Background: an optimization exercise with open tools, aiming at small area, a short achievable clock period and few clock cycles. Do not read the settings as production practice. RTL that was checked went through simulation tests only; none was proved equivalent to the original. No functional check of the RTL was part of runs 1 to 4. Power figures rest on the tool's default switching activity, not on a simulated workload.

===== flow/run.sh =====
#!/bin/bash
# synth_recipe.tcl (not shown) runs the flow's synth.tcl, then flattens the netlist and writes it again
# the make line also repeats each setting of config.mk as NAME=value (left out here)
make -C /OpenROAD-flow-scripts/flow DESIGN_CONFIG=/design/flow/config.mk WORK_HOME=/design/flow/orfs CLKGATE_MAP_FILE= SYNTH_SCRIPT=/design/flow/synth_recipe.tcl finish

===== flow/config.mk =====
export PLATFORM = sky130hd
export DESIGN_NAME = dbc3_comp
export DESIGN_NICKNAME = dbc3_comp
export VERILOG_FILES = /design/flow/design.v
export SDC_FILE = /design/flow/constraint.sdc
export NUM_CORES = 4
export LEC_CHECK = 0
export CAP_MARGIN = 20
export CORE_MARGIN = 2
export CORE_UTILIZATION = 40
export PLACE_DENSITY = 0.6
export SETUP_SLACK_MARGIN = 5.0
export SLEW_MARGIN = 20

===== flow/constraint.sdc =====
create_clock -name core_clock -period 8.0 [get_ports {clk}]
set_input_delay 1.6000 -clock core_clock [delete_from_list [all_inputs] [get_ports {clk}]]
set_output_delay 1.6000 -clock core_clock [all_outputs]
set_load 0.01 [all_outputs]

===== flow/design.v =====
module dbc3_comp (
    input  wire        clk,
    input  wire        rst,
    input  wire        cfg_we,
    input  wire [5:0]  cfg_addr,
    input  wire [15:0] cfg_data,
    input  wire        start,
    output wire        ready,
    output reg         done,
    output reg  [1:0]  prio_oor,
    output wire        mem_req,
    output wire [2:0]  mem_layer,
    output wire [17:0] mem_addr,
    input  wire        mem_gnt,
    input  wire [7:0]  mem_rdata,
    output wire        fb_valid,
    input  wire        fb_ready,
    output wire [8:0]  fb_x,
    output wire [8:0]  fb_y,
    output wire [15:0] fb_data
);
    localparam RB = 3;                
    localparam NR = 5;                
    reg [8:0]  scroll     [0:15];    
    reg [15:0] pal_base   [0:7];
    reg [7:0]  pal_mask   [0:7];
    reg [7:0]  trans_pen  [0:7];
    reg [7:0]  trans_mask [0:7];
    reg [7:0]  layer_en;
    reg [4:0]  pri0, pri1;           
    reg        oor0, oor1;           
    reg [15:0] bg_color;
    reg [8:0]  fb_w_m1, fb_h_m1;
    always @(posedge clk) begin
        if (cfg_we) begin
            case (cfg_addr[5:3])
                3'd0, 3'd1: scroll[cfg_addr[3:0]] <= cfg_data[8:0];
                3'd2: pal_base[cfg_addr[2:0]]   <= cfg_data;
                3'd3: pal_mask[cfg_addr[2:0]]   <= cfg_data[7:0];
                3'd4: trans_pen[cfg_addr[2:0]]  <= cfg_data[7:0];
                3'd5: trans_mask[cfg_addr[2:0]] <= cfg_data[7:0];
                3'd6: begin
                    case (cfg_addr[2:0])
                        3'd0: layer_en  <= cfg_data[7:0];
                        3'd1: begin
                            oor0 <= cfg_data[7:0] > 8'd23;
                            pri0 <= (cfg_data[7:0] > 8'd23) ? 5'd0 : cfg_data[4:0];
                        end
                        3'd2: begin
                            oor1 <= cfg_data[7:0] > 8'd23;
                            pri1 <= (cfg_data[7:0] > 8'd23) ? 5'd0 : cfg_data[4:0];
                        end
                        3'd3: bg_color  <= cfg_data;
                        3'd4: fb_w_m1   <= cfg_data[8:0];
                        3'd5: fb_h_m1   <= cfg_data[8:0];
                        default: ;
                    endcase
                end
                default: ;
            endcase
        end
    end
    function [7:0] pri_row;       
        input [4:0] p;
        begin
            case (p)
                5'd0:  pri_row = {2'd3, 2'd2, 2'd1, 2'd0};
                5'd1:  pri_row = {2'd2, 2'd3, 2'd1, 2'd0};
                5'd2:  pri_row = {2'd3, 2'd1, 2'd2, 2'd0};
                5'd3:  pri_row = {2'd1, 2'd3, 2'd2, 2'd0};
                5'd4:  pri_row = {2'd2, 2'd1, 2'd3, 2'd0};
                5'd5:  pri_row = {2'd1, 2'd2, 2'd3, 2'd0};
                5'd6:  pri_row = {2'd3, 2'd2, 2'd0, 2'd1};
                5'd7:  pri_row = {2'd2, 2'd3, 2'd0, 2'd1};
                5'd8:  pri_row = {2'd3, 2'd0, 2'd2, 2'd1};
                5'd9:  pri_row = {2'd0, 2'd3, 2'd2, 2'd1};
                5'd10: pri_row = {2'd2, 2'd0, 2'd3, 2'd1};
                5'd11: pri_row = {2'd0, 2'd2, 2'd3, 2'd1};
                5'd12: pri_row = {2'd3, 2'd1, 2'd0, 2'd2};
                5'd13: pri_row = {2'd1, 2'd3, 2'd0, 2'd2};
                5'd14: pri_row = {2'd3, 2'd0, 2'd1, 2'd2};
                5'd15: pri_row = {2'd0, 2'd3, 2'd1, 2'd2};
                5'd16: pri_row = {2'd1, 2'd0, 2'd3, 2'd2};
                5'd17: pri_row = {2'd0, 2'd1, 2'd3, 2'd2};
                5'd18: pri_row = {2'd2, 2'd1, 2'd0, 2'd3};
                5'd19: pri_row = {2'd1, 2'd2, 2'd0, 2'd3};
                5'd20: pri_row = {2'd2, 2'd0, 2'd1, 2'd3};
                5'd21: pri_row = {2'd0, 2'd2, 2'd1, 2'd3};
                5'd22: pri_row = {2'd1, 2'd0, 2'd2, 2'd3};
                default: pri_row = {2'd0, 2'd1, 2'd2, 2'd3};
            endcase
        end
    endfunction
    reg        running;           
    reg        building;          
    reg        go;                
    reg        list_ok;           
    reg [3:0]  bpos;              
    reg        bfirst;            
    reg [2:0]  bl;                
    reg        bv;                
    reg [3:0]  ncnt;              
    reg [2:0]  list [0:7];
    reg [8:0]  sx0, sy0;          
    assign ready = !running;
    wire       b_grp  = ~bpos[2];
    wire       b_en   = layer_en[bl] && bv;
    wire [7:0] b_row  = pri_row(b_grp ? pri1 : pri0);
    wire [1:0] b_sub  = b_row >> {bpos[1:0], 1'b0};
    wire [2:0] b_lay  = {b_grp, b_sub};
    wire [2:0] nm1    = ncnt[2:0] - 3'd1;
    wire       any_en = (ncnt != 4'd0);
    reg [8:0]    cx, cy;
    reg [RB-1:0] ctag;
    reg          call;            
    reg          vi, qi;          
    reg [8:0]    xi, yi;
    reg [RB-1:0] ti;
    reg [2:0]    ji, li, ni;      
    reg [17:0]   ai;
    reg          vd, qd, gd;
    reg [8:0]    xd, yd;
    reg [RB-1:0] td;
    reg [2:0]    jd, ld, nd;
    reg [17:0]   cd;              
    assign mem_req   = vi && qi;
    assign mem_layer = li;
    assign mem_addr  = ai;
    wire [8:0] ssx   = scroll[{ni[2], 1'b0, ni[1:0]}];
    wire [8:0] ssy   = scroll[{ni[2], 1'b1, ni[1:0]}];
    reg [NR-1:0] fin;
    reg [RB:0]   nfl;             
    reg [11:0]   rob [0:NR-1];
    reg [RB-1:0] otag;
    wire       vis   = ((mem_rdata & trans_mask[ld]) != trans_pen[ld]) && any_en;
    wire       last  = (jd == nm1);
    wire       dfin  = vd && qd && gd && (vis || last);
    wire       free  = !vd || dfin;
    wire       claim = free && go && !call && (nfl != NR);
    wire [2:0] jd2   = jd + 3'd2;
    reg        fbv;
    reg [15:0] fbd;
    reg [8:0]  ox, oy;
    assign fb_valid = fbv;
    assign fb_data  = fbd;
    assign fb_x     = ox;
    assign fb_y     = oy;
    wire [11:0] head  = rob[otag];
    wire        xfer  = fbv && fb_ready;
    wire        load  = running && fin[otag] && (!fbv || fb_ready);
    wire        lastp = (ox == fb_w_m1) && (oy == fb_h_m1);
    always @(posedge clk) begin
        if (cfg_we)
            list_ok <= 1'b0;
        if (rst) begin
            running <= 1'b0;
            building <= 1'b0;
            bv      <= 1'b0;
            go      <= 1'b0;
            list_ok <= 1'b0;
            done    <= 1'b0;
            vi      <= 1'b0;
            vd      <= 1'b0;
            fbv     <= 1'b0;
            nfl     <= {(RB+1){1'b0}};
            fin     <= {NR{1'b0}};
        end else begin
            done <= 1'b0;
            if (!running) begin
                if (start) begin
                    running  <= 1'b1;
                    prio_oor <= {oor1, oor0};
                    building <= !list_ok;
                    go       <= list_ok;
                    bpos     <= 4'd0;
                    if (!list_ok)
                        ncnt <= 4'd0;
                    cx       <= 9'd0;
                    cy       <= 9'd0;
                    ctag     <= {RB{1'b0}};
                    call     <= 1'b0;
                    otag     <= {RB{1'b0}};
                    ox       <= 9'd0;
                    oy       <= 9'd0;
                end
            end
            bl  <= b_lay;
            bv  <= building && !bpos[3];
            bfirst <= b_en && (ncnt == 4'd0);
            if (bfirst) begin
                sx0 <= ssx;
                sy0 <= ssy;
            end
            if (b_en) begin
                list[ncnt[2:0]] <= bl;
                ncnt <= ncnt + 4'd1;
            end
            if (building) begin
                bpos <= bpos + 4'd1;
                if (bpos == 4'd9) begin
                    building <= 1'b0;
                    list_ok  <= 1'b1;
                    go       <= 1'b1;
                end
            end
            if (free)
                vi <= claim;
            else
                vi <= 1'b1;
            vd <= vi;
            if (dfin) begin
                rob[td] <= {vis, ld, mem_rdata};
                fin[td] <= 1'b1;
            end
            if (claim) begin
                ctag <= (ctag == NR - 1) ? {RB{1'b0}} : ctag + 1'b1;
                if (cx == fb_w_m1) begin
                    cx <= 9'd0;
                    cy <= cy + 9'd1;
                    if (cy == fb_h_m1)
                        call <= 1'b1;
                end else begin
                    cx <= cx + 9'd1;
                end
            end
            if (xfer) begin
                if (ox == fb_w_m1) begin
                    ox <= 9'd0;
                    oy <= oy + 9'd1;
                end else begin
                    ox <= ox + 9'd1;
                end
            end
            if (load) begin
                fbv <= 1'b1;
                fbd <= head[11] ? ({8'd0, head[7:0] & pal_mask[head[10:8]]} | pal_base[head[10:8]])
                                : bg_color;
                fin[otag]  <= 1'b0;
                otag <= (otag == NR - 1) ? {RB{1'b0}} : otag + 1'b1;
            end else if (xfer) begin
                fbv <= 1'b0;
            end
            if (claim && !load)
                nfl <= nfl + 1'b1;
            else if (load && !claim)
                nfl <= nfl - 1'b1;
            if (xfer && lastp) begin
                done    <= 1'b1;
                running <= 1'b0;
                go      <= 1'b0;
            end
        end
    end
    always @(posedge clk) begin
        gd <= mem_gnt;
        xd <= xi;
        yd <= yi;
        td <= ti;
        jd <= ji;
        ld <= li;
        nd <= ni;
        cd <= {yi + ssy, xi + ssx};
        qd <= qi;
        if (free) begin
            qi <= 1'b1;
            xi <= cx;
            yi <= cy;
            ti <= ctag;
            ji <= 3'd0;
            li <= list[0];
            ni <= building ? bl : list[1];
            ai <= {cy + sy0, cx + sx0};
        end else if (gd || !qd) begin
            qi <= 1'b1;
            xi <= xd;
            yi <= yd;
            ti <= td;
            ji <= jd + 3'd1;
            li <= nd;
            ni <= list[jd2];
            ai <= cd;
        end else begin
            qi <= 1'b0;
            xi <= xd;
            yi <= yd;
            ti <= td;
            ji <= jd - 3'd1;
            li <= nd;
            ni <= ld;
            ai <= cd;
        end
    end
endmodule

==> flow_metrics.env, run 1 <==
export IMPL_synthFlopType="edfxtp_1"
export IMPL_critPathSlowestCell="or4_4"
export IMPL_worst_path_max_fanout=4
export IMPL_first_pass_iters=6
export IMPL_clock_path_buffers=3
export IMPL_gp_congestion=0.794
export IMPL_area_growth_pct=24.5
export IMPL_fin_crit_ps=4190
export IMPL_h_tree_depth=3
export IMPL_antenna_found_initial=10
export IMPL_syn_area_um2=32600
export IMPL_cp_end_kind="flip-flop"
export IMPL_post_synth_cell_area_avg_um2=16.7
export IMPL_start_util=0.404
export IMPL_cts_clk_slew_worst_paths_ps=60
export IMPL_worst_setup_path_type="reg2reg"
export IMPL_drtAntennaViolNets=0
export IMPL_async_flop_share=0
export IMPL_numPortBuffers=96
export IMPL_start_kind="flip-flop"
export IMPL_n_fill_cell=6531
export IMPL_critical_path_arrival_ps=4750
export IMPL_period_share=0.524
export IMPL_final_util=0.503
export IMPL_path_cells="buf_12 -> mux4_2 -> mux2_4 -> and3_4 -> or4_4 -> nor4_4 -> buf_6 -> o211ai_4 -> nand3_4 -> inv_4 -> ha_4 -> inv_4 -> ha_4 -> a21o_1 -> a21oi_2 -> xnor2_2 -> or3_1 -> a21oi_1"
export IMPL_synth_edff_count=693
export IMPL_syn_inst=1952
export IMPL_wirelength_mm=78.9
export IMPL_grt_pass1_vias=18700
export IMPL_syn_num_nets=2057
export IMPL_synth_top_area_share=0.639
export IMPL_grt_remaining_overflow=0
export IMPL_root_buffer="clkbuf_16"
export IMPL_final_cell_mix="edfxtp_1 (693), dfxtp_1 (112), buf_4 (108)"
export IMPL_slew_viol_final=0
export IMPL_setup_viol=0
export IMPL_hold_violations=0
export IMPL_fmax_mhz=239
export IMPL_required_ps=8560
export IMPL_fin_cells=3382
export IMPL_synth_area_leaders="edfxtp_1 (64%), dfxtp_1 (7.4%), mux4_2 (7.3%)"
export IMPL_tightest_slew_ps=971
export IMPL_design_core_area_um2=80500
export IMPL_drc=0
export IMPL_viasPerCell=5.39
export IMPL_p_per_area_nw_per_um2=236
export IMPL_ys_seq_area_frac=0.713
export IMPL_dp_hpwl_mm=45.7
export IMPL_insertion_delay_ps=650
export IMPL_grt_pass1_wl_mm=116
export IMPL_cpPeakStageDelay_ps=530
export IMPL_wl_per_cell_um=23.3
export IMPL_cp_top_family="simple AND/OR/NAND/NOR gates"
export IMPL_cts_hold_buffers=0
export IMPL_final_common_cell="edfxtp_1"
export IMPL_grt_util_all_layers=0.188
export IMPL_relSlewSlack=0.349
export IMPL_fin_nets=2351
export IMPL_numClockSinks=813
export IMPL_ioPinCount=97
export IMPL_p_leak_nw=13.8
export IMPL_maxCapViolCount=0
export IMPL_crit_buf_inv=4
export IMPL_ir_drop_mv=0.175
export IMPL_numCtsBuffers=87
export IMPL_yosysTopAreaCell="edfxtp_1"
export IMPL_dr_total_vias=18200
export IMPL_drt_iter0_drc=1553
export IMPL_grt_setup_unrepaired="yes"
export IMPL_fin_hold_ws_ps=326
export IMPL_fp_dieH_um=289
export IMPL_die_area_um2=83700
export IMPL_yosysWarnings=1
export IMPL_p_total_mw=9.56
export IMPL_fin_tns_setup_ps=0
export IMPL_rows=104
export IMPL_outcome="finished clean"
export IMPL_dp_cells=3076
export IMPL_min_path_type="reg2reg"
export IMPL_skew_ps=25.3
export IMPL_ys_seq_elements=813
export IMPL_final_layout_size_suffix_gt1_frac=0.281
export IMPL_tritoncts="built"
export IMPL_grt_max_degree=61
export IMPL_die_x_um=289
export IMPL_ys_types=62
==> logic make-up (layout without fill, tap and decap cells) <==
| kind of cell | count (synthesis) | in the layout | synth area share |
|---|---|---|---|
| DFF | 813 | 813 | 0.713 |
| AOI/OAI and AO/OA | 279 | 279 | 0.0531 |
| other | 0 | 2 | 0 |
| buffers and inverters | 132 | 498 | 0.0171 |
| and+or+nand+nor | 354 | 356 | 0.0524 |
| xor gates and xnor gates | 88 | 88 | 0.0245 |
| adders and majority gates | 69 | 69 | 0.0279 |
| muxes | 217 | 217 | 0.112 |
==> sequential cells by signal, summed over array words and instances, names as in the netlist, 16 cells and up, named ones only <==
name        cells
pal_base      128
pal_mask       64
trans_pen      64
rob            60
fbd            16
ai             18
scroll        144
cd             18
trans_mask     64
bg_color       16
list           24
==> repair_timing <==
action                     4_1_cts  5_1_grt
buffers inserted               108       27
pin swaps                       64       34
gates resized for setup        254       82
setup endpoints to repair      759      587
cloned                           4        2
==> metrics by stage <==
| step | cell area, um^2 | setup WS (ps) |
|---|---|---|
| global route | 40500 | 3730 |
| floorplan | 32800 | 3670 |
| CTS | 39900 | 3830 |
| finish | 40500 | 3810 |
| global placement | 35000 | 2520 |
| detailed placement | 35000 | 2460 |
==> cells in the mapped netlist (3+ instances only) <==
| cell type | number |
|---|---|
| a211oi_1 | 58 |
| a21boi_0 | 8 |
| a21o_1 | 15 |
| a21oi_1 | 106 |
| a221oi_1 | 3 |
| a31oi_1 | 9 |
| and2_1 | 17 |
| and3_1 | 13 |
| and4_1 | 3 |
| buf_1 | 4 |
| buf_2 | 5 |
| buf_4 | 5 |
| clkbuf_1 | 52 |
| dfxtp_1 | 120 |
| edfxtp_1 | 693 |
| fa_1 | 6 |
| ha_1 | 63 |
| inv_1 | 61 |
| mux2_2 | 64 |
| mux2_4 | 6 |
| mux2i_1 | 38 |
| mux4_1 | 4 |
| mux4_2 | 105 |
| nand2_1 | 71 |
| nand2b_1 | 6 |
| nand3_1 | 36 |
| nand3b_1 | 4 |
| nand4_1 | 13 |
| nor2_1 | 128 |
| nor2b_1 | 15 |
| nor3_1 | 19 |
| nor3b_1 | 3 |
| nor4_1 | 10 |
| o2111ai_1 | 6 |
| o21a_1 | 4 |
| o21ai_0 | 49 |
| o31ai_1 | 9 |
| or3_1 | 5 |
| xnor2_1 | 58 |
| xor2_1 | 28 |
==> per-layer routing <==
| metal | GRT usage | wire (um) |
|---|---|---|
| met4 | 0.0606 | 2030 |
| met2 | 0.308 | 38100 |
| met1 | 0.252 | 33500 |
| met5 | 0 | 26 |
| met3 | 0.0389 | 5200 |
==> power breakdown <==
group          leakage (nW)  total (mW)  switching [mW]  internal [mW]
logic                  5.09       0.580           0.324          0.256
registers              7.27        4.74          0.0526           4.69
clock network          1.45        4.24            1.71           2.52
==> worst reg2reg max path, delay by kind of cell, from the launching register on <==
kind                     cells  cell delay, ps
AO/OA/AOI/OAI                4             590
XOR/XNOR                     1              80
flip-flops                   1             410
buffers and inverters        4             420
AND/OR/NAND/NOR              5            1440
adder cells (fa/ha/maj)      2             340
multiplexers                 2             820
==> layout make-up <==
cell class / count / area [um^2] / share of cell area
clock buffers: 108 / 2300 / 0.0567
diodes: 2 / 5.00 / 0.000123
inverters: 62 / 238 / 0.00586
flip-flops and latches: 813 / 23200 / 0.573
clock inverters: 55 / 739 / 0.0182
repair buffers: 273 / 2900 / 0.0716
multi-input cells: 1009 / 9810 / 0.242
well taps: 1060 / 1330 / 0.0327
==> path summary, 6_finish.rpt <==
path / from / to / slack (ps) / cells after the start
worst max register to register: ld[1]$_DFF_P_ / nfl[3]$_SDFFE_PP0P_ / 3810 / 18
worst min-delay path: ji[1]$_SDFF_PN0_ / jd[1]$_DFF_P_ / 330 / 0
worst min register to register: ji[1]$_SDFF_PN0_ / jd[1]$_DFF_P_ / 330 / 0
worst max-delay path: ld[1]$_DFF_P_ / nfl[3]$_SDFFE_PP0P_ / 3810 / 18
==> run 2: changes to the inputs <==
--- a/flow/design.v
+++ b/flow/design.v
@@ -149,6 +149,8 @@
     wire        xfer  = fbv && fb_ready;
     wire        load  = running && fin[otag] && (!fbv || fb_ready);
     wire        lastp = (ox == fb_w_m1) && (oy == fb_h_m1);
+    wire [RB:0] nfl_c = load ? nfl : nfl + 1'b1;
+    wire [RB:0] nfl_n = load ? nfl - 1'b1 : nfl;
     always @(posedge clk) begin
         if (cfg_we)
             list_ok <= 1'b0;
@@ -240,10 +242,7 @@
             end else if (xfer) begin
                 fbv <= 1'b0;
             end
-            if (claim && !load)
-                nfl <= nfl + 1'b1;
-            else if (load && !claim)
-                nfl <= nfl - 1'b1;
+            nfl <= claim ? nfl_c : nfl_n;
             if (xfer && lastp) begin
                 done    <= 1'b1;
                 running <= 1'b0;
==> run 2 against run 1 <==
Net effect: combinational power shrank 4.5%; sequential share of layout area increased by 0.10 points; global-route usage down 0.44 points; non-clock buffer count up 10; largest power group unchanged.
==> flow_metrics.env, run 2 <==
export IMPL_outcome="finished clean"
export IMPL_ys_seq_elements=813
export IMPL_p_leak_nw=13.8
export IMPL_async_flop_share=0
export IMPL_yosysTopAreaCell="edfxtp_1"
export IMPL_numCtsBuffers=84
export IMPL_worst_setup_path_type="reg2reg"
export IMPL_period_share=0.461
export IMPL_critical_path_arrival_ps=4040
export IMPL_grt_util_all_layers=0.183
export IMPL_die_x_um=289
export IMPL_clock_path_buffers=3
export IMPL_crit_buf_inv=5
export IMPL_drc=0
export IMPL_antenna_found_initial=3
export IMPL_largest_register_ffs=144
export IMPL_synth_area_leaders="edfxtp_1 (64%), dfxtp_1 (7.4%), mux4_2 (7.4%)"
export IMPL_syn_num_nets=2050
export IMPL_tightest_slew_ps=912
export IMPL_wirelength_mm=78.7
export IMPL_ioPinCount=97
export IMPL_cp_end_kind="flip-flop"
export IMPL_ir_drop_mv=0.141
export IMPL_grt_pass1_vias=18300
export IMPL_first_pass_iters=5
export IMPL_grt_remaining_overflow=0
export IMPL_post_synth_cell_area_avg_um2=16.6
export IMPL_cts_clk_slew_worst_paths_ps=60
export IMPL_synth_top_area_share=0.642
export IMPL_yosysWarnings=1
export IMPL_gp_congestion=0.785
export IMPL_min_path_type="reg2reg"
export IMPL_root_buffer="clkbuf_16"
export IMPL_maxCapViolCount=0
export IMPL_h_tree_depth=3
export IMPL_cpPeakStageDelay_ps=490
export IMPL_grt_setup_unrepaired="yes"
export IMPL_insertion_delay_ps=640
export IMPL_critPathSlowestCell="mux4_2"
export IMPL_numClockSinks=813
export IMPL_syn_area_um2=32400
export IMPL_fin_nets=2358
export IMPL_drtAntennaViolNets=0
export IMPL_slew_viol_final=0
export IMPL_design_core_area_um2=80400
export IMPL_syn_inst=1947
export IMPL_fp_dieH_um=289
export IMPL_area_growth_pct=24.9
export IMPL_fin_cells=3384
export IMPL_fmax_mhz=271
export IMPL_n_fill_cell=6566
export IMPL_synthFlopType="edfxtp_1"
export IMPL_p_per_area_nw_per_um2=227
export IMPL_ys_types=69
export IMPL_required_ps=8350
export IMPL_cp_top_family="simple AND/OR/NAND/NOR gates"
export IMPL_wl_per_cell_um=23.2
export IMPL_fin_crit_ps=3690
export IMPL_rows=104
export IMPL_relSlewSlack=0.391
export IMPL_yosysMostFrequentCell="edfxtp_1"
export IMPL_final_cell_mix="edfxtp_1 (693), dfxtp_1 (114), buf_4 (107)"
export IMPL_synth_edff_count=693
export IMPL_final_layout_size_suffix_gt1_frac=0.277
export IMPL_dp_hpwl_mm=45.2
export IMPL_skew_ps=24.0
export IMPL_tritoncts="built"
export IMPL_start_kind="flip-flop"
export IMPL_setup_viol=0
export IMPL_dr_total_vias=18100
export IMPL_drt_iter0_drc=1365
export IMPL_worst_path_max_fanout=7
export IMPL_ys_seq_area_frac=0.716
export IMPL_viasPerCell=5.35
export IMPL_die_area_um2=83300
export IMPL_fin_tns_setup_ps=0
export IMPL_synth_commonest_cells="edfxtp_1 (693), nor2_1 (149), a21oi_1 (125), dfxtp_1 (120), mux4_2 (106)"
export IMPL_final_common_cell="edfxtp_1"
export IMPL_grt_max_degree=65
export IMPL_dp_cells=3066
export IMPL_hold_violations=0
export IMPL_start_util=0.403
export IMPL_fin_hold_ws_ps=329
export IMPL_grt_pass1_wl_mm=113
export IMPL_numPortBuffers=96
export IMPL_path_cells="buf_12 -> buf_12 -> buf_4 -> mux4_2 -> mux2_4 -> a21oi_2 -> nor4b_4 -> nand4_4 -> buf_6 -> a21oi_4 -> or3b_4 -> or3_4 -> nor3b_4 -> buf_6"
export IMPL_p_total_mw=9.18
==> run 2: where the power goes <==
part | switching [mW] | total (mW) | internal (mW) | leakage (nW)
Sequential | 0.0549 | 4.74 | 4.69 | 7.27
Combinational | 0.307 | 0.554 | 0.247 | 5.21
Clock | 1.60 | 3.88 | 2.28 | 1.33
Total | 1.96 | 9.18 | 7.22 | 13.8
==> run 2: worst paths after layout <==
kind / slack (ps) / start / end / cells past startpoint
max: 4310 / ld[1]$_DFF_P_ / rob[4][6]$_DFFE_PP_ / 14
min: 330 / ji[1]$_SDFF_PN0_ / jd[1]$_DFF_P_ / 0
max reg2reg: 4310 / ld[1]$_DFF_P_ / rob[4][6]$_DFFE_PP_ / 14
min reg2reg: 330 / ji[1]$_SDFF_PN0_ / jd[1]$_DFF_P_ / 0
==> run 2: routing by layer <==
| metal | GRT usage | part of all wire | wire length (um) |
|---|---|---|---|
| met1 | 0.241 | 0.41 | 32300 |
| met4 | 0.0624 | 0.025 | 1950 |
| met5 | 0 | 0.00015 | 12 |
| met3 | 0.0344 | 0.071 | 5620 |
| met2 | 0.308 | 0.49 | 38800 |
==> run 2: area by class of cell <==
cell class	instances	area, um^2	share of cell area
multi-input cells	1018	9850	0.243
well taps	1060	1330	0.0328
inverters	55	210	0.00519
repair buffers	283	3120	0.0770
clock buffers	115	2310	0.0572
clock inverters	39	417	0.0103
flip-flops and latches	813	23200	0.574
diodes	1	2.50	0.0000618
==> run 2: kinds of logic (layout without fill, tap and decap cells) <==
kind of cell / count (synthesis) / after routing / synth area share
flops: 813 / 813 / 0.716
xor+xnor: 95 / 95 / 0.0265
buf+inv: 119 / 492 / 0.0150
compound gates: 300 / 300 / 0.0577
mux: 200 / 200 / 0.105
fa+ha+maj: 67 / 67 / 0.0270
simple gates: 353 / 356 / 0.0521
other cells: 0 / 1 / 0
==> run 2: timing repair <==
item | 4_1_cts | 5_1_grt
pin swaps | 55 | 41
setup buffers | 102 | 47
hold buffers | 0 | 0
setup endpoints to repair | 789 | 649
hold endpoints to repair | 0 | 0
resized for setup | 252 | 79
gates cloned | 4 | 10
==> run 2: per-stage QoR <==
| stage | utilization | setup slack, ps | cell area (um^2) |
|---|---|---|---|
| CTS | 0.492 | 4340 | 39500 |
| detailed placement | 0.434 | 3280 | 34900 |
| global placement | 0.434 | 3370 | 34900 |
| global route | 0.503 | 4160 | 40500 |
| finish | 0.503 | 4310 | 40500 |
| floorplan | - | 4340 | 32800 |
==> run 3: changes to the inputs <==
--- a/flow/design.v
+++ b/flow/design.v
@@ -121,6 +121,8 @@
     reg          vd, qd, gd;
     reg [8:0]    xd, yd;
     reg [RB-1:0] td;
+    reg [NR-1:0] tdh;             
+    reg [7:0]    tmd, tpd;        
     reg [2:0]    jd, ld, nd;
     reg [17:0]   cd;              
     assign mem_req   = vi && qi;
@@ -129,10 +131,11 @@
     wire [8:0] ssx   = scroll[{ni[2], 1'b0, ni[1:0]}];
     wire [8:0] ssy   = scroll[{ni[2], 1'b1, ni[1:0]}];
     reg [NR-1:0] fin;
+    integer      k;
     reg [RB:0]   nfl;             
     reg [11:0]   rob [0:NR-1];
     reg [RB-1:0] otag;
-    wire       vis   = ((mem_rdata & trans_mask[ld]) != trans_pen[ld]) && any_en;
+    wire       vis   = ((mem_rdata & tmd) != tpd) && any_en;
     wire       last  = (jd == nm1);
     wire       dfin  = vd && qd && gd && (vis || last);
     wire       free  = !vd || dfin;
@@ -211,8 +214,11 @@
                 vi <= 1'b1;
             vd <= vi;
             if (dfin) begin
-                rob[td] <= {vis, ld, mem_rdata};
-                fin[td] <= 1'b1;
+                for (k = 0; k < NR; k = k + 1)
+                    if (tdh[k]) begin
+                        rob[k] <= {vis, ld, mem_rdata};
+                        fin[k] <= 1'b1;
+                    end
             end
             if (claim) begin
                 ctag <= (ctag == NR - 1) ? {RB{1'b0}} : ctag + 1'b1;
@@ -255,6 +261,9 @@
         xd <= xi;
         yd <= yi;
         td <= ti;
+        tdh <= {{(NR-1){1'b0}}, 1'b1} << ti;
+        tmd <= trans_mask[li];
+        tpd <= trans_pen[li];
         jd <= ji;
         ld <= li;
         nd <= ni;
==> run 3 against run 2 <==
Net effect: register-to-register slack better by 730 ps; routed wire length up 6.1%; still clean; critical endpoint is now nfl[3]$_SDFFE_PP0P_; global-route usage rose by 0.52 points.
==> flow_metrics.env, run 3 <==
export IMPL_grt_remaining_overflow=0
export IMPL_root_buffer="clkbuf_16"
export IMPL_area_growth_pct=24.6
export IMPL_drtAntennaViolNets=0
export IMPL_pwr_share_clk=0.424
export IMPL_drt_iter0_drc=1937
export IMPL_syn_inst=2157
export IMPL_required_ps=8530
export IMPL_grt_max_degree=59
export IMPL_ys_types=72
export IMPL_clock_path_buffers=3
export IMPL_hold_violations=0
export IMPL_reg2reg_slack_ps=5040
export IMPL_skew_ps=31.2
export IMPL_insertion_delay_ps=650
export IMPL_setup_ws_ps=4920
export IMPL_grt_util_met1=0.253
export IMPL_ys_seq_area_frac=0.712
export IMPL_dp_hpwl_mm=47.0
export IMPL_rows=105
export IMPL_tritoncts="built"
export IMPL_cp_end_kind="flip-flop"
export IMPL_ys_seq_elements=831
export IMPL_die_area_um2=85100
export IMPL_tightest_slew_ps=1020
export IMPL_numCtsBuffers=85
export IMPL_ioPinCount=97
export IMPL_largest_register_ffs=144
export IMPL_p_leak_nw=14.4
export IMPL_start_util=0.404
export IMPL_grt_util_all_layers=0.189
export IMPL_yosysWarnings=2
export IMPL_grt_use_met3=0.0304
export IMPL_antenna_found_initial=7
export IMPL_min_path_type="reg2reg"
export IMPL_crit_start="mem_rdata[0]"
export IMPL_wl_per_cell_um=23.1
export IMPL_grt_setup_unrepaired="yes"
export IMPL_p_switching_mw=2.04
export IMPL_critical_path_arrival_ps=3610
export IMPL_async_flop_share=0
export IMPL_min_path_cells=0
export IMPL_start_kind="input port"
export IMPL_grt_use_met2=0.319
export IMPL_cts_clk_slew_worst_paths_ps=60
export IMPL_seqPwrFrac=0.516
export IMPL_final_common_cell="edfxtp_1"
export IMPL_slew_viol_final=0
export IMPL_synthFlopType="edfxtp_1"
export IMPL_gp_congestion=0.800
export IMPL_worst_setup_path_type="in2reg"
export IMPL_synth_top_area_share=0.628
export IMPL_reg2reg_to="nfl[3]$_SDFFE_PP0P_"
export IMPL_yosysTopAreaCell="edfxtp_1"
export IMPL_synth_area_leaders="edfxtp_1 (63%), dfxtp_1 (8.3%), mux4_2 (5.2%)"
export IMPL_h_tree_depth=3
export IMPL_die_x_um=292
export IMPL_synth_commonest_cells="edfxtp_1 (693), nand2_1 (272), dfxtp_1 (138), nor2_1 (133), a21oi_1 (84)"
export IMPL_critPathCapture="nfl[3]$_SDFFE_PP0P_"
export IMPL_diodes=0
export IMPL_period_share=0.385
export IMPL_fmax_mhz=325
export IMPL_syn_area_um2=33100
export IMPL_syn_num_nets=2261
export IMPL_synth_edff_count=693
export IMPL_drc=0
export IMPL_reg2reg_depth=13
export IMPL_switching_share=0.218
export IMPL_ir_drop_mv=0.180
export IMPL_relSlewSlack=0.317
export IMPL_timing_rr_start="ncnt[1]$_SDFFCE_PN0P_"
export IMPL_pre_cts_ws_ps=3310
export IMPL_dr_total_vias=19600
export IMPL_first_pass_iters=5
export IMPL_worst_path_max_fanout=6
export IMPL_outcome="finished clean"
export IMPL_p_per_area_nw_per_um2=227
export IMPL_post_synth_cell_area_avg_um2=15.4
export IMPL_wirelength_mm=83.5
export IMPL_setup_viol=0
export IMPL_final_layout_size_suffix_gt1_frac=0.265
export IMPL_numClockSinks=831
export IMPL_fp_dieH_um=292
export IMPL_numPortBuffers=96
export IMPL_fin_tns_setup_ps=0
export IMPL_fin_crit_ps=3080
export IMPL_grt_most_used_layer="met2"
export IMPL_min_from="ji[0]$_SDFF_PN0_"
export IMPL_final_cell_mix="edfxtp_1 (693), nand2_1 (263), buf_4 (134)"
export IMPL_p_int_mw=7.32
export IMPL_grt_pass1_wl_mm=122
export IMPL_fin_nets=2573
export IMPL_grt_pass1_vias=19500
export IMPL_maxCapViolCount=0
export IMPL_design_core_area_um2=82000
export IMPL_p_comb_frac=0.060
export IMPL_viasPerCell=5.43
export IMPL_yosysMostFrequentCell="edfxtp_1"
run 3: cell types whose count changed after synthesis, moves of 18 or more:
| cell | change |
|---|---|
| mux4_2 | -29 |
| dfxtp_1 | +18 |
| a22oi_1 | +23 |
| a21oi_1 | -41 |
| nand3_1 | +26 |
| a211oi_1 | -39 |
| nand2_1 | +206 |
| and3_1 | +23 |
run 3: through the flow:
step	std cells	instance area, um^2	power (mW)	hold slack, ps	util
detailed placement	3274	35400	5.39	314	0.432
global placement	3273	35400	5.37	313	0.432
CTS	3544	40300	9.38	328	0.491
global route	3611	41300	9.65	340	0.504
finish	3611	41300	9.36	326	0.504
floorplan	2157	33300	5.17	310	-
run 3: timing repair:
| item | 4_1_cts | 5_1_grt |
|---|---|---|
| buffers inserted | 103 | 61 |
| gates resized for setup | 293 | 84 |
| hold buffers | 0 | 0 |
| pin swaps | 39 | 40 |
| cloned | 8 | 6 |
| setup endpoints to repair | 751 | 572 |
run 3: worst min path at each step:
stage	end	slack, ps
2_1_floorplan	jd[0]$_DFF_P_	310
3_3_place_gp	jd[2]$_DFF_P_	310
3_5_place_dp	jd[0]$_DFF_P_	310
4_1_cts	jd[0]$_DFF_P_	330
5_1_grt	jd[0]$_DFF_P_	340
6_report	jd[0]$_DFF_P_	330
run 3: final cells by class:
type / instances / area (um^2)
sequential: 831 / 23600
timing repair buffer: 304 / 3330
clock inverter: 42 / 373
tap: 1070 / 1340
multi-input combinational: 1199 / 10000
fill: 6745 / 40700
inverter: 48 / 188
clock buffer: 117 / 2450
run 3: logic make-up (layout without fill, tap and decap cells):
logic type | Yosys count | count (layout) | share of synthesized area
flops | 831 | 831 | 0.712
simple gates | 602 | 602 | 0.0821
compound gates | 282 | 282 | 0.0578
mux | 157 | 159 | 0.0798
buf+inv | 129 | 511 | 0.0174
xor+xnor | 88 | 88 | 0.0246
fa+ha+maj | 68 | 68 | 0.0268
run 3: metal layers:
metal,up-vias,routed length (um)
met5,-,57
met4,10,1810
met3,129,5180
met2,673,41500
met1,10000,34900
li1,8812,-
run 3: power groups by stage:
stage | sequential [mW] | clock [mW] | combinational, mW
after floorplan | 4.91 | 0 | 0.263
after CTS | 4.83 | 4.03 | 0.519
after global routing | 4.83 | 4.21 | 0.605
after detailed placement | 4.93 | 0 | 0.460
final | 4.83 | 3.97 | 0.561
after global placement | 4.93 | 0 | 0.449
run 3: worst max-delay path, cell delays in order:
cell	delay (ps)
buf_8	100
and3b_1	180
nor4_2	280
nand4_1	130
buf_6	170
nand2_8	80
nand2_8	70
inv_6	60
ha_4	200
inv_4	70
nor2_4	30
o32ai_2	300
mux2_4	330
==> run 4: changes to the inputs <==
--- a/flow/config.mk
+++ b/flow/config.mk
@@ -7,7 +7,7 @@
 export LEC_CHECK = 0
 export CAP_MARGIN = 20
 export CORE_MARGIN = 2
-export CORE_UTILIZATION = 40
-export PLACE_DENSITY = 0.6
+export CORE_UTILIZATION = 55
+export PLACE_DENSITY = 0.7
 export SETUP_SLACK_MARGIN = 5.0
 export SLEW_MARGIN = 20
==> run 4 against run 3 <==
Net effect: worst setup slack worse by 4.2 ps; die area down 27%; sequential power about the same; first-iteration DRC count down 2.4%; clock-buffer cell count down 2; combinational power up 0.7%; synthesized area unchanged; final area down 0.82%; final cell count down 8.5%; routed wire length up 2.5%; critical path type unchanged; largest cell class unchanged; highest routed layer unchanged.
==> flow_metrics.env, run 4 <==
export IMPL_post_synth_cell_area_avg_um2=15.4
export IMPL_drtAntennaViolNets=0
export IMPL_required_ps=8500
export IMPL_path_cells="buf_8 -> and3b_1 -> nor4_2 -> nand4_1 -> buf_6 -> nand2_8 -> nand2_8 -> inv_4 -> ha_4 -> inv_2 -> nor2_2 -> o32ai_2 -> mux2_4"
export IMPL_ir_drop_mv=0.216
export IMPL_die_area_um2=62200
export IMPL_area_growth_pct=23.6
export IMPL_multi_input_area_um2=10600
export IMPL_yosysTopAreaCell="edfxtp_1"
export IMPL_crit_top_cell="nand2_8"
export IMPL_synthFlopType="edfxtp_1"
export IMPL_wirelength_mm=85.6
export IMPL_numClockSinks=831
export IMPL_cts_clk_slew_worst_paths_ps=60
export IMPL_fin_crit_ps=3080
export IMPL_grt_remaining_overflow=0
export IMPL_synth_commonest_cells="edfxtp_1 (693), nand2_1 (272), dfxtp_1 (138), nor2_1 (133), a21oi_1 (84)"
export IMPL_fin_hold_ws_ps=332
export IMPL_seqPwrFrac=0.535
export IMPL_n_fill_cell=3733
export IMPL_ys_types=72
export IMPL_p_int_mw=7.07
export IMPL_start_util=0.559
export IMPL_syn_inst=2157
export IMPL_grt_max_degree=55
export IMPL_yosysWarnings=2
export IMPL_yosysMostFrequentCell="edfxtp_1"
export IMPL_synth_top_area_share=0.628
export IMPL_first_pass_iters=7
export IMPL_h_tree_depth=3
export IMPL_p_comb_frac=0.063
export IMPL_worst_path_max_fanout=4
export IMPL_final_layout_size_suffix_gt1_frac=0.281
export IMPL_clock_path_buffers=3
export IMPL_seq_area_um2=23600
export IMPL_syn_num_nets=2261
export IMPL_syn_area_um2=33100
export IMPL_insertion_delay_ps=630
export IMPL_dp_hpwl_mm=44.8
export IMPL_viasPerCell=6.17
export IMPL_die_x_um=249
export IMPL_period_share=0.386
export IMPL_synth_edff_count=693
export IMPL_p_total_mw=9.04
export IMPL_fin_tns_setup_ps=0
export IMPL_ys_seq_elements=831
export IMPL_cp_end_kind="flip-flop"
export IMPL_start_kind="input port"
export IMPL_numCtsBuffers=82
export IMPL_fp_dieH_um=249
export IMPL_final_common_cell="edfxtp_1"
export IMPL_worst_setup_path_type="in2reg"
export IMPL_fin_nets=2573
export IMPL_async_flop_share=0
export IMPL_outcome="finished clean"
export IMPL_rows=89
export IMPL_min_path_type="reg2reg"
export IMPL_maxCapViolCount=0
export IMPL_crit_buf_inv=4
export IMPL_numPortBuffers=96
export IMPL_synth_area_leaders="edfxtp_1 (63%), dfxtp_1 (8.3%), mux4_2 (5.2%)"
export IMPL_p_switching_mw=1.97
export IMPL_skew_ps=17.2
export IMPL_grt_util_all_layers=0.263
export IMPL_drc=0
export IMPL_root_buffer="clkbuf_16"
export IMPL_grt_setup_unrepaired="yes"
export IMPL_dr_total_vias=20400
export IMPL_grt_pass1_wl_mm=123
export IMPL_grt_pass1_vias=20000
export IMPL_fmax_mhz=324
export IMPL_critPathSlowestCell="mux2_4"
export IMPL_p_leak_nw=14.3
export IMPL_diodes=0
export IMPL_setup_viol=0
export IMPL_largest_register_ffs=144
export IMPL_hold_violations=0
export IMPL_ys_seq_area_frac=0.712
export IMPL_cpPeakStageDelay_ps=330
export IMPL_design_core_area_um2=59200
export IMPL_tightest_slew_ps=899
export IMPL_pwr_share_clk=0.402
export IMPL_cp_top_family="simple AND/OR/NAND/NOR gates"
export IMPL_slew_viol_final=0
export IMPL_p_per_area_nw_per_um2=221
export IMPL_relSlewSlack=0.399
export IMPL_final_cell_mix="edfxtp_1 (693), nand2_1 (228), dfxtp_1 (134)"
export IMPL_switching_share=0.218
export IMPL_tritoncts="built"
export IMPL_antenna_found_initial=0
export IMPL_ioPinCount=97
export IMPL_wl_per_cell_um=25.9
export IMPL_gp_congestion=0.812
export IMPL_reg2reg_slack_ps=4940
export IMPL_critical_path_arrival_ps=3590
export IMPL_drt_iter0_drc=1890
==> run 4: final cells by class <==
type,instances,area share
Multi-Input combinational cell,1217,0.258
Timing Repair Buffer,289,0.0769
Inverter,48,0.00455
Sequential cell,831,0.576
Clock buffer,115,0.0556
Clock inverter,31,0.00510
Tap cell,773,0.0236
==> run 4: kinds of logic after synthesis <==
kind of cell	after synthesis	synth area share
buf+inv	129	0.0174
mux	157	0.0798
fa+ha+maj	68	0.0268
flops	831	0.712
simple gates	602	0.0821
compound gates	282	0.0578
xor+xnor	88	0.0246
==> run 4: repair_timing <==
item,4_1_cts,5_1_grt
hold buffers,0,0
buffers inserted,101,60
pin swaps,33,87
cloned,13,15
endpoints found under the setup margin,802,615
resized for setup,302,182
==> run 4: power groups by stage <==
stage,clock network (mW),logic [mW],registers [mW]
global placement,0,0.438,4.93
global route,3.85,0.605,4.84
CTS,3.66,0.505,4.83
detailed placement,0,0.451,4.93
floorplan,0,0.263,4.91
finish,3.63,0.565,4.84
==> run 4: worst register-to-register path, cell delays in order (launching register included) <==
cell	delay [ps]
edfxtp_1	480
buf_4	220
ha_4	180
nor2_2	170
o21ai_4	90
buf_12	140
clkbuf_16	180
buf_4	150
mux2_2	350
a211oi_1	110
o31ai_1	300
a21oi_2	100
o41ai_2	360
==> run 4: metrics by stage <==
step,instance area [um^2],util,setup slack (ps),cells
after floorplan,33300,-,4510,2157
after global placement,35000,0.590,3150,2969
after detailed placement,35000,0.591,3120,2969
after CTS,39400,0.665,4870,3229
after global routing,41000,0.691,4830,3304
final,41000,0.691,4920,3304
==> run 4: path summary, 6_finish.rpt <==
kind / from / end / cells past startpoint
worst max-delay path: mem_rdata[0] / nfl[3]$_SDFFE_PP0P_ / 13
worst min-delay path: ji[0]$_SDFF_PN0_ / jd[0]$_DFF_P_ / 0
worst max register to register: otag[0]$_SDFFCE_PP0P_ / fbd[1]$_DFFE_PP_ / 12
worst min register to register: ji[0]$_SDFF_PN0_ / jd[0]$_DFF_P_ / 0
==> run 4: per-layer routing <==
| layer | up-vias | share of wire | GRT usage |
|---|---|---|---|
| met5 | - | 0.00051 | 0 |
| met2 | 1058 | 0.48 | 0.433 |
| li1 | 8849 | - | - |
| met3 | 176 | 0.088 | 0.0465 |
| met4 | 2 | 0.029 | 0.0702 |
| met1 | 10300 | 0.40 | 0.365 |
==> run 5: changes to the inputs <==
--- a/flow/design.v
+++ b/flow/design.v
@@ -20,7 +20,7 @@
     output wire [15:0] fb_data
 );
     localparam RB = 3;                
-    localparam NR = 5;                
+    localparam NR = 6;                
     reg [8:0]  scroll     [0:15];    
     reg [15:0] pal_base   [0:7];
     reg [7:0]  pal_mask   [0:7];
@@ -96,7 +96,7 @@
     reg        go;                
     reg        list_ok;           
     reg [3:0]  bpos;              
-    reg        bfirst;            
+    reg        bf1, bf2;          
     reg [2:0]  bl;                
     reg        bv;                
     reg [3:0]  ncnt;              
@@ -124,19 +124,19 @@
     reg [NR-1:0] tdh;             
     reg [7:0]    tmd, tpd;        
     reg [2:0]    jd, ld, nd;
-    reg [17:0]   cd;              
     assign mem_req   = vi && qi;
     assign mem_layer = li;
     assign mem_addr  = ai;
-    wire [8:0] ssx   = scroll[{ni[2], 1'b0, ni[1:0]}];
-    wire [8:0] ssy   = scroll[{ni[2], 1'b1, ni[1:0]}];
+    wire [8:0] ssx   = scroll[{nd[2], 1'b0, nd[1:0]}];
+    wire [8:0] ssy   = scroll[{nd[2], 1'b1, nd[1:0]}];
+    wire [17:0] cd   = {yd + ssy, xd + ssx};    
     reg [NR-1:0] fin;
     integer      k;
     reg [RB:0]   nfl;             
     reg [11:0]   rob [0:NR-1];
     reg [RB-1:0] otag;
     wire       vis   = ((mem_rdata & tmd) != tpd) && any_en;
-    wire       last  = (jd == nm1);
+    wire       last  = (jd == nm1) || !any_en;
     wire       dfin  = vd && qd && gd && (vis || last);
     wire       free  = !vd || dfin;
     wire       claim = free && go && !call && (nfl != NR);
@@ -191,8 +191,9 @@
             end
             bl  <= b_lay;
             bv  <= building && !bpos[3];
-            bfirst <= b_en && (ncnt == 4'd0);
-            if (bfirst) begin
+            bf1 <= b_en && (ncnt == 4'd0);
+            bf2 <= bf1;
+            if (bf2) begin
                 sx0 <= ssx;
                 sy0 <= ssy;
             end
@@ -202,7 +203,7 @@
             end
             if (building) begin
                 bpos <= bpos + 4'd1;
-                if (bpos == 4'd9) begin
+                if (bpos == 4'd10) begin
                     building <= 1'b0;
                     list_ok  <= 1'b1;
                     go       <= 1'b1;
@@ -267,7 +268,6 @@
         jd <= ji;
         ld <= li;
         nd <= ni;
-        cd <= {yi + ssy, xi + ssx};
         qd <= qi;
         if (free) begin
             qi <= 1'b1;
--- a/flow/config.mk
+++ b/flow/config.mk
@@ -7,7 +7,9 @@
 export LEC_CHECK = 0
 export CAP_MARGIN = 20
 export CORE_MARGIN = 2
-export CORE_UTILIZATION = 55
-export PLACE_DENSITY = 0.7
+export CORE_UTILIZATION = 40
+export CTS_CLUSTER_DIAMETER = 90
+export CTS_CLUSTER_SIZE = 25
+export PLACE_DENSITY = 0.6
 export SETUP_SLACK_MARGIN = 5.0
 export SLEW_MARGIN = 20
==> run 5 against run 4 <==
Net effect: still clean on timing, DRC and antenna; non-clock buffer count rose by 26; sequential power down 1%; clock-buffer cell count is 50 lower; clock skew rose by 17 ps; largest power group unchanged; highest routed layer unchanged.
==> flow_metrics.env, run 5 <==
export IMPL_wl_per_cell_um=24.1
export IMPL_numPortBuffers=96
export IMPL_yosysWarnings=2
export IMPL_relSlewSlack=0.298
export IMPL_root_buffer="clkbuf_16"
export IMPL_p_leak_nw=13.7
export IMPL_syn_area_um2=33100
export IMPL_design_core_area_um2=82000
export IMPL_tritoncts="built"
export IMPL_grt_setup_unrepaired="yes"
export IMPL_largest_register_ffs=144
export IMPL_synth_top_area_share=0.641
export IMPL_yosysTopAreaCell="edfxtp_1"
export IMPL_syn_num_nets=2179
export IMPL_antenna_found_initial=6
export IMPL_viasPerCell=5.52
export IMPL_async_flop_share=0
export IMPL_worst_path_max_fanout=28
export IMPL_fin_nets=2465
export IMPL_grt_use_met2=0.331
export IMPL_reg2reg_slack_ps=4880
export IMPL_grt_util_all_layers=0.191
export IMPL_clock_path_buffers=3
export IMPL_fin_tns_setup_ps=0
export IMPL_area_growth_pct=22.2
export IMPL_hold_violations=0
export IMPL_multi_input_area_um2=10300
export IMPL_die_x_um=292
export IMPL_die_area_um2=85000
export IMPL_ys_seq_area_frac=0.715
export IMPL_min_path_type="reg2reg"
export IMPL_start_kind="flip-flop"
export IMPL_skew_ps=34.2
export IMPL_ys_types=68
export IMPL_n_fill_cell=6814
export IMPL_synth_edff_count=706
export IMPL_slew_viol_final=0
export IMPL_first_pass_iters=5
export IMPL_ys_seq_elements=828
export IMPL_grt_pass1_vias=19100
export IMPL_required_ps=8350
export IMPL_fmax_mhz=320
export IMPL_maxCapViolCount=0
export IMPL_numClockSinks=828
export IMPL_synth_area_leaders="edfxtp_1 (64%), dfxtp_1 (7.4%), mux4_2 (5.4%)"
export IMPL_start_util=0.404
export IMPL_synthFlopType="edfxtp_1"
export IMPL_fin_crit_ps=3120
export IMPL_seq_area_um2=23700
export IMPL_final_util=0.493
export IMPL_p_switching_mw=1.77
export IMPL_period_share=0.390
export IMPL_rows=105
export IMPL_dr_total_vias=19100
export IMPL_final_layout_size_suffix_gt1_frac=0.279
export IMPL_fp_dieH_um=292
export IMPL_tightest_slew_ps=1050
export IMPL_grt_use_met3=0.0263
export IMPL_worst_setup_path_type="reg2reg"
export IMPL_p_comb_frac=0.079
export IMPL_yosysMostFrequentCell="edfxtp_1"
export IMPL_switching_share=0.225
export IMPL_diodes=0
export IMPL_cts_hold_buffers=0
export IMPL_critical_path_arrival_ps=3470
export IMPL_ir_drop_mv=0.191
export IMPL_drtAntennaViolNets=0
export IMPL_grt_util_met1=0.256
export IMPL_grt_most_used_layer="met2"
export IMPL_cts_clk_slew_worst_paths_ps=100
export IMPL_post_synth_cell_area_avg_um2=15.9
export IMPL_gp_congestion=0.765
export IMPL_grt_pass1_wl_mm=123
export IMPL_pre_cts_ws_ps=3340
export IMPL_grt_max_degree=54
export IMPL_cp_end_kind="flip-flop"
export IMPL_setup_ws_ps=4880
export IMPL_dp_hpwl_mm=46.8
export IMPL_numCtsBuffers=42
export IMPL_p_int_mw=6.09
export IMPL_drt_iter0_drc=1679
export IMPL_ioPinCount=97
export IMPL_insertion_delay_ps=620
export IMPL_syn_inst=2075
export IMPL_synth_commonest_cells="edfxtp_1 (706), nor2_1 (141), nand2_1 (137), dfxtp_1 (122), a21oi_1 (105)"
export IMPL_h_tree_depth=2
export IMPL_seqPwrFrac=0.609
export IMPL_drc=0
export IMPL_setup_viol=0
export IMPL_p_per_area_nw_per_um2=195
export IMPL_final_cell_mix="edfxtp_1 (706), buf_4 (133), nand2_1 (131)"
export IMPL_wirelength_mm=83.5
export IMPL_grt_remaining_overflow=0
export IMPL_final_common_cell="edfxtp_1"
export IMPL_outcome="finished clean"
export IMPL_pwr_share_clk=0.313
## run 5: per-layer routing
metal,wire length [um],up-vias
li1,-,8550
met1,34600,9842
met2,42100,606
met3,4960,93
met4,1770,4
met5,33,-
## run 5: final cells by class
cell class / instances / area share
clock buffer: 65 / 0.0297
clock inverter: 10 / 0.00285
inverter: 48 / 0.00446
multi-input combinational: 1126 / 0.255
sequential: 828 / 0.585
tap: 1070 / 0.0331
timing repair buffer: 315 / 0.0893
## run 5: power by group through the flow
stage                     combinational [mW]  clock (mW)  sequential [mW]
after floorplan                        0.272           0             4.88
after global placement                 0.471           0             4.89
after detailed placement               0.480           0             4.89
after CTS                              0.575        2.52             4.79
after global routing                   0.668        2.66             4.80
final                                  0.618        2.46             4.79
## run 5: cells by family (layout without fill, tap and decap cells)
family | count (synthesis) | count (layout) | share of synthesized area
xor gates and xnor gates | 92 | 92 | 0.0256
DFF | 828 | 828 | 0.715
muxes | 196 | 197 | 0.0921
buffers and inverters | 132 | 438 | 0.0162
adders and majority gates | 68 | 68 | 0.0269
AOI/OAI and AO/OA | 333 | 333 | 0.0648
and+or+nand+nor | 426 | 436 | 0.0596
## run 5: worst paths after layout
path | start | to | cells past startpoint
max | otag[1]$_SDFFCE_PP0P_ | fbd[3]$_DFFE_PP_ | 12
min | xi[5]$_DFF_P_ | xd[5]$_DFF_P_ | 0
max reg2reg | otag[1]$_SDFFCE_PP0P_ | fbd[3]$_DFFE_PP_ | 12
min reg2reg | xi[5]$_DFF_P_ | xd[5]$_DFF_P_ | 0
## run 5: per-stage QoR
stage / instance area (um^2) / hold slack (ps) / instances / power, mW
2_1_floorplan: 33400 / 310 / 2075 / 5.15
3_3_place_gp: 35400 / 313 / 3187 / 5.36
3_5_place_dp: 35400 / 313 / 3190 / 5.37
4_1_cts: 39500 / 335 / 3422 / 7.89
5_1_grt: 40400 / 331 / 3462 / 8.13
6_report: 40400 / 328 / 3462 / 7.86
## run 5: what timing repair did
action                                  CTS  global route
gates cloned                             26             8
resized for setup                       362            97
pin swaps                                67            59
endpoints found under the setup margin  760           598
setup buffers                           131            32
## run 5: critical path: stages, from the launching register on
cell      delay [ps]
edfxtp_1         470
inv_2            110
ha_4             180
ha_4             180
buf_12           130
or4_4            500
buf_4            180
o21ai_2          150
buf_8            280
and2_4           240
a22oi_2          110
a31oi_4          240
o31ai_2           80
Testbench counts of run 5, summed over its fixed seeds: cycles 80,464.
==> run 6: changes to the inputs <==
--- a/flow/config.mk
+++ b/flow/config.mk
@@ -8,8 +8,8 @@
 export CAP_MARGIN = 20
 export CORE_MARGIN = 2
 export CORE_UTILIZATION = 40
-export CTS_CLUSTER_DIAMETER = 90
-export CTS_CLUSTER_SIZE = 25
+export CTS_CLUSTER_DIAMETER = 80
+export CTS_CLUSTER_SIZE = 20
 export PLACE_DENSITY = 0.6
 export SETUP_SLACK_MARGIN = 5.0
 export SLEW_MARGIN = 20
==> run 6 against run 5 <==
Net effect: die area stayed put; largest cell class unchanged; first-iteration DRC count down 5.1%; non-clock buffer count down 29; clock power is 7% higher; final cell count shrank 0.81%; flip-flop and latch count did not move; critical path type unchanged.
==> flow_metrics.env, run 6 <==
export IMPL_grt_util_all_layers=0.186
export IMPL_slew_viol_final=0
export IMPL_start_util=0.404
export IMPL_final_common_cell="edfxtp_1"
export IMPL_ys_seq_elements=828
export IMPL_fmax_mhz=315
export IMPL_wl_per_cell_um=23.4
export IMPL_final_layout_size_suffix_gt1_frac=0.264
export IMPL_period_share=0.397
export IMPL_drt_iter0_drc=1594
export IMPL_gp_congestion=0.765
export IMPL_fin_hold_ws_ps=330
export IMPL_die_x_um=292
export IMPL_n_fill_cell=6874
export IMPL_multi_input_area_um2=10200
export IMPL_design_core_area_um2=82000
export IMPL_path_cells="inv_2 -> ha_4 -> ha_4 -> or4_4 -> mux2i_4 -> buf_6 -> buf_12 -> buf_6 -> mux2i_2 -> nand2_1 -> a31oi_4 -> o31ai_2"
export IMPL_wirelength_mm=80.2
export IMPL_largest_register_ffs=144
export IMPL_required_ps=8360
export IMPL_grt_remaining_overflow=0
export IMPL_synth_edff_count=706
export IMPL_p_leak_nw=13.5
export IMPL_clock_path_buffers=3
export IMPL_relSlewSlack=0.306
export IMPL_syn_inst=2075
export IMPL_numCtsBuffers=50
export IMPL_cts_hold_buffers=0
export IMPL_synthFlopType="edfxtp_1"
export IMPL_hold_violations=0
export IMPL_fp_dieH_um=292
export IMPL_synth_compound_area_frac=0.0648
export IMPL_grt_setup_unrepaired="yes"
export IMPL_yosysTopAreaCell="edfxtp_1"
export IMPL_reg2reg_slack_ps=4830
export IMPL_p_switching_mw=1.77
export IMPL_synth_commonest_cells="edfxtp_1 (706), nor2_1 (141), nand2_1 (137), dfxtp_1 (122), a21oi_1 (105)"
export IMPL_synthSimpleGateAreaFrac=0.0596
export IMPL_critical_path_arrival_ps=3540
export IMPL_p_per_area_nw_per_um2=200
export IMPL_reg2reg_depth=12
export IMPL_drtAntennaViolNets=0
export IMPL_synth_top_family_by_area="multiplexers"
export IMPL_skew_ps=28.5
export IMPL_fin_nets=2436
export IMPL_drc=0
export IMPL_min_from="ni[0]$_DFF_P_"
export IMPL_worst_path_max_fanout=8
export IMPL_maxCapViolCount=0
export IMPL_cp_end_kind="flip-flop"
export IMPL_switching_share=0.222
export IMPL_insertion_delay_ps=620
export IMPL_syn_area_um2=33100
export IMPL_yosysMostFrequentCell="edfxtp_1"
export IMPL_die_area_um2=85000
export IMPL_whs_endpoint="nd[0]$_DFF_P_"
export IMPL_fin_tns_setup_ps=0
export IMPL_ys_seq_area_frac=0.715
export IMPL_syn_num_nets=2179
export IMPL_seqPwrFrac=0.598
export IMPL_numPortBuffers=96
export IMPL_grt_pass1_wl_mm=120
export IMPL_ir_drop_mv=0.173
export IMPL_dr_total_vias=18800
export IMPL_timing_rr_start="otag[0]$_SDFFCE_PP0P_"
export IMPL_final_cell_mix="edfxtp_1 (706), nand2_1 (131), dfxtp_1 (117)"
export IMPL_first_pass_iters=5
export IMPL_root_buffer="clkbuf_16"
export IMPL_min_path_type="reg2reg"
export IMPL_p_int_mw=6.22
export IMPL_post_synth_cell_area_avg_um2=15.9
export IMPL_seq_area_um2=23700
export IMPL_cts_clk_slew_worst_paths_ps=80
export IMPL_p_comb_frac=0.074
export IMPL_muxShareOfSynthArea=0.0921
export IMPL_ioPinCount=97
export IMPL_synth_fa_ha_area_frac=0.0269
export IMPL_start_kind="flip-flop"
export IMPL_async_flop_share=0
export IMPL_pwr_share_clk=0.328
export IMPL_worst_setup_path_type="reg2reg"
export IMPL_yosysWarnings=2
export IMPL_tritoncts="built"
export IMPL_synth_area_leaders="edfxtp_1 (64%), dfxtp_1 (7.4%), mux4_2 (5.4%)"
export IMPL_viasPerCell=5.47
export IMPL_grt_max_degree=67
export IMPL_dp_hpwl_mm=46.8
export IMPL_area_growth_pct=20.9
export IMPL_synth_top_area_share=0.641
export IMPL_setup_viol=0
export IMPL_ys_types=68
export IMPL_grt_pass1_vias=19000
export IMPL_numClockSinks=828
export IMPL_rows=105
export IMPL_h_tree_depth=2
export IMPL_tightest_slew_ps=1040
export IMPL_outcome="finished clean"
export IMPL_antenna_found_initial=6
export IMPL_critPathSlowestCell="or4_4"
export IMPL_reg2reg_to="fbd[7]$_DFFE_PP_"
export IMPL_min_path_cells=0
export IMPL_fin_crit_ps=3170
export IMPL_synth_xor_area_share=0.0256
export IMPL_diodes=0
export IMPL_cpPeakStageDelay_ps=650
==> run 6: cell count changes in the layout (fill, tap and decap cells not counted), sizes merged <==
cell | previous run | this run
buf | 221 | 200
clkinv | 4 | 5
clkinvlp | 1 | 3
or4 | 3 | 2
nor2 | 142 | 141
clkdlybuf4s15 | 10 | 11
and3 | 26 | 20
inv | 53 | 51
bufbuf | 4 | 3
dlygate4sd2 | 51 | 50
clkbuf | 75 | 76
==> run 6: final cells by class <==
class	instances	share of cell area
flip-flops and latches	828	0.591
multi-input cells	1118	0.254
repair buffers	286	0.0796
clock buffers	73	0.0347
well taps	1070	0.0335
inverters	48	0.00450
clock inverters	11	0.00250
==> run 6: logic make-up after synthesis <==
| logic type | after synthesis |
|---|---|
| AND/OR/NAND/NOR | 426 |
| XOR/XNOR | 92 |
| adder cells (fa/ha/maj) | 68 |
| flip-flops | 828 |
| AO/OA/AOI/OAI | 333 |
| multiplexers | 196 |
| buffers and inverters | 132 |
==> run 6: worst max-delay path: cells and delay by family, from the launching register on <==
| kind | cells | cell delay, ps |
|---|---|---|
| compound gates | 2 | 330 |
| fa+ha+maj | 2 | 360 |
| mux | 2 | 490 |
| buf+inv | 4 | 500 |
| simple gates | 2 | 760 |
| flops | 1 | 470 |
==> run 6: repair_timing <==
item | CTS | global route
pin swaps | 52 | 52
gates resized for setup | 346 | 77
endpoints found under the setup margin | 760 | 619
setup buffers | 120 | 23
gates cloned | 14 | 3
==> run 6: layer usage <==
metal  GRT usage  vias up  part of all wire
met2       0.319      574              0.49
met1       0.250     9648              0.42
met4      0.0468        8             0.023
met3      0.0277      103             0.057
met5           0        -           0.00061
li1            -     8468                 -
==> run 6: worst max path at each step <==
stage | start | endpoint | slack [ps] | cells after the start
after floorplan | mem_rdata[6] | nfl[3]$_SDFFE_PP0P_ | 4720 | 9
after global placement | cfg_data[5] | oor0$_DFFE_PP_ | 2250 | 4
after detailed placement | mem_rdata[6] | cy[8]$_DFFE_PN_ | 3340 | 9
after CTS | otag[0]$_SDFFCE_PP0P_ | fbd[0]$_DFFE_PP_ | 4850 | 13
after global routing | otag[1]$_SDFFCE_PP0P_ | fbd[0]$_DFFE_PP_ | 4730 | 12
final | otag[0]$_SDFFCE_PP0P_ | fbd[7]$_DFFE_PP_ | 4830 | 12
==> run 6: metrics by stage <==
| step | std cells | total power [mW] | util | area, um^2 | worst slack [ps] |
|---|---|---|---|---|---|
| 2_1_floorplan | 2075 | 5.15 | - | 33400 | 4720 |
| 3_3_place_gp | 3187 | 5.36 | 0.432 | 35400 | 2250 |
| 3_5_place_dp | 3190 | 5.37 | 0.432 | 35400 | 3340 |
| 4_1_cts | 3408 | 8.04 | 0.481 | 39400 | 4850 |
| 5_1_grt | 3434 | 8.28 | 0.488 | 40000 | 4730 |
| 6_report | 3434 | 8.00 | 0.488 | 40000 | 4830 |
==> run 6: power by group through the flow <==
| stage | Sequential [mW] | Clock [mW] | Combinational (mW) |
|---|---|---|---|
| 3_5_place_dp | 4.89 | 0 | 0.480 |
| 5_1_grt | 4.79 | 2.85 | 0.639 |
| 6_report | 4.79 | 2.62 | 0.588 |
| 3_3_place_gp | 4.89 | 0 | 0.471 |
| 2_1_floorplan | 4.88 | 0 | 0.272 |
| 4_1_cts | 4.79 | 2.69 | 0.566 |

[afterwards: timing with drivers on the ports]
The flow's constraints put no driver on any port. The routed layouts listed below were extracted and timed again, unchanged, in two steps. Step 1: set_driving_cell puts a clkbuf_16 on clk and a buf_2 on each other input, an assumption about the parent block. Step 2 also shifts input and output timing later by t, the mid clock arrival at the registers, as if the neighbouring blocks saw the same clock. Three values: ideal, step 1, step 2; two values: the first two.
run | t, ns | slack for setup (ns) | worst data-port slew with drivers (ns)
run 1 | 0.701 | 3.810 / 3.810 / 3.214 | 0.07
run 2 | 0.685 | 4.312 / 4.312 / 3.789 | 0.09
run 3 | 0.695 | 4.920 / 4.942 / 4.247 | 0.09
run 4 | 0.678 | 4.916 / 4.925 / 4.247 | 0.08
run 5 | 0.669 | 4.880 / 4.880 / 4.324 | 0.08
run 6 | 0.677 | 4.828 / 4.828 / 4.360 | 0.07
After both steps setup and hold are still met in every run listed. For run 3, which loses most, drivers alone change the setup slack by +0.022 ns; drivers and shift together by -0.673 ns.
